This is an optimization exercise on Yosys and OpenROAD, whose aim is small area, not a production implementation. In this exercise RTL edits were held to simulation tests only and were not proved equivalent to the original. Power and IR drop assume default switching activity.

==> run a: inputs <==
## ipt_block
module ipt_block (
    input  wire         clk,
    input  wire         rst,
    input  wire         cmd_valid,
    input  wire [63:0]  cmd_word,
    output wire         cmd_ready,
    input  wire         tick,
    output reg          resp_valid,
    output reg  [31:0]  resp_data,
    output reg          invoke_valid,
    output wire [31:0]  invoke_ref,
    output wire [138:0] irq_en,
    output wire [416:0] irq_pri,
    output wire [3:0]   exc_en,
    output wire [20:0]  exc_pri
);
clock: 8.0 ns
lec_check: 0
cap_margin: 10
core_margin: 2
core_utilization: 50
slew_margin: 10
synth_hierarchical: 1
standard.sh (not shown) runs the stock make flow with config.mk's settings and CLKGATE_MAP_FILE= SYNTH_SCRIPT=/design/flow/synth_recipe.tcl, a recipe that flattens the netlist after the stock synthesis.
==> flow/flow/run.sh <==
#!/bin/bash
# Standard ORFS layout (the standard.sh) with these changes: ports are
# buffered with the smallest buffer cell, and clock tree synthesis uses
# clkbuf_4 cells in clusters of at most 8 sinks, with no dummy loads.
set -euo pipefail
bash standard.sh synth > synth_make.log 2>&1
bash standard.sh \
  "BUFFER_PORTS_ARGS=-buffer_cell sky130_fd_sc_hd__buf_1" \
  "CTS_ARGS=-sink_clustering_enable -repair_clock_nets -dont_use_dummy_load -buf_list sky130_fd_sc_hd__clkbuf_4 -sink_clustering_size 8 -sink_clustering_max_diameter 60" \
  finish > layout_make.log 2>&1
==> inputs of run b, as changes to run a <==
==> flow/flow/run.sh (replaced) <==
#!/bin/bash
# Standard ORFS layout (the standard.sh) with these changes after the
# standard synthesis: ports are buffered with the smallest buffer cell; clock
# tree synthesis uses clkbuf_4 cells in clusters of at most 8 sinks, with no
# dummy loads; and after global routing the resizer downsizes gates on paths
# with positive slack (ORFS's RECOVER_POWER step, all such paths).
set -euo pipefail
bash standard.sh synth > synth_make.log 2>&1
bash standard.sh \
  "RECOVER_POWER=100" \
  "BUFFER_PORTS_ARGS=-buffer_cell sky130_fd_sc_hd__buf_1" \
  "CTS_ARGS=-sink_clustering_enable -repair_clock_nets -dont_use_dummy_load -buf_list sky130_fd_sc_hd__clkbuf_4 -sink_clustering_size 8 -sink_clustering_max_diameter 60" \
  finish > layout_make.log 2>&1
--- a/flow/config.mk
+++ b/flow/config.mk
@@ -9,3 +9,3 @@
 export CORE_MARGIN = 2
-export CORE_UTILIZATION = 50
+export CORE_UTILIZATION = 45
 export SLEW_MARGIN = 10
==> notes <==
- Run a completed without violations. Run b finished but fails on max-capacitance violations, max-slew violations.
- Utilization: run b is lower than run a (6.5 points).
- Non-clock buffer count: run a is higher than run b (9).
- Power is about the same in run b and run a.
- In synthesized cell count, run b and run a do not differ.
- Synthesized area is the same in run a and run b.
- Hold slack: run b is better than run a (0.022 ns).
- Between run a and run b, the lower via count is in run b (gap 0.47%, measured against run b).
- In run b the sequential share of layout area is higher than in run a, by 0.37 points.
- Between run a and run b, the lower first-iteration DRC count is in run b (gap about 3.7%, measured against run b).
- Against run a, the clock skew of run b is lower by 0.040 ns.
==> figures <==
metric	run a	run b
Run status	no timing/DRC/antenna violations	failed layout checks
Violated checks	-	max-capacitance violations, max-slew violations
Number of well-tap cells placed	756	846
Seq power	0.00448 W	0.00447 W
Clock Skews	0.165 ns	0.124 ns
Worst endpoint required time	8.53 ns	8.33 ns
Total wirelength of the detailed-routed design	141000 um	147000 um
Global-route wire length before repair	191000 um	197000 um
Maximum single-stage delay on the critical path	0.51 ns	1.69 ns
Maximum fanout encountered on the critical timing path	107	93
Number of filler instances in the final layout	4652	5571
Footprint of the multi-input gates	0.00767 mm^2	0.00757 mm^2
Pwr Density	207 mW/mm^2	208 mW/mm^2
Data arrival, critical path	7.62 ns	7.99 ns
Fraction of standard cell area that is sequential	0.613	0.617
Fmax	141 MHz	131 MHz
Slowest-stage cell, CP	edfxtp_1	clkbuf_2
1st-pass router iterations	12	10
Net Sw Frac	0.284	0.285
Full die area	0.0588 mm^2	0.0652 mm^2
Worst slew margin relative to its limit	0.138	-0.493
Final Max Tran Viols	0	647
Final standard cell area without fillers	0.0337 mm^2	0.0335 mm^2

==> inputs of build 50 <==
Another version of the RTL of ipt_block (not shown whole).
==> flow/config.mk <==
export PLATFORM = sky130hd
export DESIGN_NAME = ipt_block
export DESIGN_NICKNAME = ipt_block
export VERILOG_FILES = /design/flow/design.v
export SDC_FILE = /design/flow/constraint.sdc
export NUM_CORES = 4
export LEC_CHECK = 0
export CAP_MARGIN = 20
export CORE_MARGIN = 2
export CORE_UTILIZATION = 45
export SLEW_MARGIN = 20
export SYNTH_HIERARCHICAL = 1
==> flow/constraint.sdc <==
create_clock -name core_clock -period 8.0 [get_ports {clk}]
set_input_delay 1.6000 -clock core_clock [delete_from_list [all_inputs] [get_ports {clk}]]
set_output_delay 1.6000 -clock core_clock [all_outputs]
set_load 0.01 [all_outputs]
==> flow/flow/run.sh <==
#!/bin/bash
# Standard ORFS layout (the standard.sh) with these changes: ports are
# buffered with the smallest buffer cell, and clock tree synthesis uses
# clkbuf_8 cells in clusters of at most 14 sinks, with no dummy loads.
set -euo pipefail
bash standard.sh synth > synth_make.log 2>&1
bash standard.sh \
  "BUFFER_PORTS_ARGS=-buffer_cell sky130_fd_sc_hd__buf_1" \
  "CTS_ARGS=-sink_clustering_enable -repair_clock_nets -dont_use_dummy_load -buf_list sky130_fd_sc_hd__clkbuf_8 -sink_clustering_size 14 -sink_clustering_max_diameter 60" \
  finish > layout_make.log 2>&1
==> inputs of build 91, as changes to build 50 <==
--- a/flow/design.v
+++ b/flow/design.v
@@ -19,15 +19,15 @@
     reg [NIRQ-1:0]   en;
     reg [3*NIRQ-1:0] ipri;
     reg [2:0]        shc;
     reg [20:0]       xpri;
     reg              t_enable, t_inten, t_clksrc, t_count;
     reg [22:0]       rl;           
     reg              rl_v;
-    reg [23:0]       ncur;         
+    reg [23:0]       cur;          
     reg              cur_v;
     reg [31:0]       cb;           
     reg              cb_v;
     reg              gie, gfe, st_pend, bw_poll;
     reg              inv_alt;      
     wire [7:0]  op = cmd_word[63:56];
     wire [7:0]  fa = cmd_word[55:48];
@@ -134,21 +134,15 @@
     always @(posedge clk) begin
         if (rst)
             invoke_valid <= 1'b0;
         else
             invoke_valid <= cb_nz & ((st_pend & gie) | c_dispatch);
         inv_alt <= c_setcb;
     end
-    wire n_inv_alt = ~inv_alt;
-    generate
-        for (gi = 0; gi < 32; gi = gi + 1) begin : g_iref
-            ipt_a22o u_iref (.a1(inv_alt), .a2(resp_data[gi]), .b1(n_inv_alt), .b2(cb[gi]),
-                             .y(invoke_ref[gi]));
-        end
-    endgenerate
+    assign invoke_ref = inv_alt ? resp_data : cb;
     wire [22:0] w5;
     wire [23:0] cq;                
     assign w5[1:0] = fw[1:0];
     assign w5[2]   = fw[2] ^ fw[0];
     assign cq[3]   = fw[2] & fw[0];
     generate
         for (gi = 3; gi < 23; gi = gi + 1) begin : g_add
@@ -162,45 +156,41 @@
                 ipt_o21ai u_c (.a1(~p), .a2(cq[gi]), .b1(~g), .y(cq[gi+1]));
             end
         end
     endgenerate
     wire [22:0] rdec;
     wire [23:0] cdec;
     ipt_dec #(.N(23)) u_rdec (.x(rl),  .d(rdec));
-    ipt_decn #(.N(24)) u_cdec (.xn(ncur), .d(cdec));
-    wire hi_ones  = &ncur[23:2];
-    wire cur_zero = ~cur_v | (hi_ones & ncur[1] & ~ncur[0]);    
-    wire cur_one  = cur_v & hi_ones & ~ncur[1] & ncur[0];       
+    ipt_dec #(.N(24)) u_cdec (.x(cur), .d(cdec));
+    wire hi_zero  = ~(|cur[23:2]);
+    wire cur_zero = ~cur_v | (hi_zero & ~cur[1] & cur[0]);      
+    wire cur_one  = cur_v & hi_zero & cur[1] & ~cur[0];         
     wire c_load   = c_tinit | c_tbusywait;
     wire poll_end = bw_poll & t_count;
     wire c_clear  = c_tdeinit | poll_end;       
     wire exc9     = c_exc & k9;
     wire en_k   = c_tstart ? 1'b1 : (c_tstop ? 1'b0 : t_enable);
     wire ie_k   = exc9 ? c_enexc : t_inten;
     wire keep   = ~(c_load | c_clear);
     wire tk     = tick & en_k & keep;           
     wire expire = tk & cur_one;
     wire cnt_clr = bw_poll | c_load | c_tdeinit | c_tstart | c_tstop | exc9
                  | (c_rdreg & (fa == 8'h50));
     wire ld_rv  = c_load & tick;                
     wire ld_rl  = tk & cur_zero & rl_v;         
     wire ld_dec = tk & ~cur_zero;               
-    wire [23:0] ncur_d;
-    ipt_nand2 u_ncd0 (.a(ld_dec), .b(cdec[0]), .y(ncur_d[0]));
-    generate
-        for (gi = 1; gi < 24; gi = gi + 1) begin : g_ncd
-            ipt_aoi222 u_ncd (.a1(ld_rv), .a2(w5[gi-1]), .b1(ld_rl), .b2(rl[gi-1]),
-                              .c1(ld_dec), .c2(cdec[gi]), .y(ncur_d[gi]));
-        end
-    endgenerate
     always @(posedge clk) begin
         if (c_load)
             rl <= w5;
-        if (ld_rv | ld_rl | ld_dec)
-            ncur <= ncur_d;
+        if (ld_rv)
+            cur <= {w5, 1'b0};
+        else if (ld_rl)
+            cur <= {rl, 1'b0};
+        else if (ld_dec)
+            cur <= cdec;
     end
     always @(posedge clk) begin
         if (rst) begin
             t_enable <= 1'b0;
             t_inten  <= 1'b0;
             t_clksrc <= 1'b0;
             t_count  <= 1'b0;
@@ -950,25 +940,7 @@
 endmodule
 module ipt_nor2 (input wire a, b, output wire y);
     assign y = ~(a | b);
 endmodule
 module ipt_nand2b (input wire an, b, output wire y);
     assign y = ~(~an & b);
 endmodule
-module ipt_decn #(parameter integer N = 8) (input wire [N-1:0] xn, output wire [N-1:0] d);
-    wire [N:0] z;
-    assign d[0] = xn[0];
-    assign z[1] = xn[0];
-    genvar i;
-    generate
-        for (i = 1; i < N; i = i + 1) begin : g_b
-            assign d[i] = ~(xn[i] ^ z[i]);
-            ipt_and2 u_z (.a(z[i]), .b(xn[i]), .y(z[i+1]));
-        end
-    endgenerate
-endmodule
-module ipt_and2 (input wire a, b, output wire y);
-    assign y = a & b;
-endmodule
-module ipt_a22o (input wire a1, a2, b1, b2, output wire y);
-    assign y = (a1 & a2) | (b1 & b2);
-endmodule
- CORE_UTILIZATION: 45 -> 55
- PLACE_DENSITY: unset -> 0.72
==> flow_metrics.env <==
export IMPL_status="no timing/DRC/antenna violations"
export IMPL_nNonClkInverters=28
export IMPL_period_share_pct=68.3
export IMPL_max_vdd_ir_drop_uv=191
export IMPL_clock_area_share_pct=2.40
export IMPL_sh_seq_area_pct=61.2
export IMPL_crit_arrival_ns=5.88
export IMPL_drt_first_iter_violations=4939
export IMPL_pwr_group_clock_w=0.00180
[end of results for build 91]
==> flow_metrics.env <==
export IMPL_nNonClkInverters=30
export IMPL_fin_cells=3658
export IMPL_clock_area_share_pct=2.43
export IMPL_crit_arrival_ns=5.94
export IMPL_period_share_pct=68.1
export IMPL_max_vdd_ir_drop_uv=133
export IMPL_sh_seq_area_pct=60.8
export IMPL_pwr_group_clock_w=0.00183
export IMPL_status="no timing/DRC/antenna violations"
[end of results for build 50]

re-timing with driven ports:
No port has a modelled driver above. Below, the same layouts with a new extraction and two added sets of constraints. Step 1 (the two cells are an assumption about what drives the block):
set clk [get_ports {clk}]
set_driving_cell -lib_cell sky130_fd_sc_hd__clkbuf_16 $clk
set_driving_cell -lib_cell sky130_fd_sc_hd__buf_2 [delete_from_list [all_inputs] $clk]
Step 2, shift: input delay + t, output delay - t, t = (earliest + latest rising clock arrival at the registers) / 2. This alone moves slack from input paths to output paths. a / b / c = ideal / step 1 / step 2; a / b = the first two.
run	t, ns	slack for setup (ns)	worst setup path after step 2	clock arrival spread, ns
run a	0.923	0.913 / 0.913 / 0.145	input to register	0.165 / 0.165
run b	0.927	0.341 / 0.371 / -0.556	input to register	0.124 / 0.124
build 50	0.764	2.549 / 2.501 / 1.737	input to register	0.091 / 0.091
build 91	0.761	2.535 / 2.573 / 1.812	input to register	0.074 / 0.074
The setup slack of run b, which loses most, moves by +0.030 ns with the drivers and by -0.897 ns with both steps.
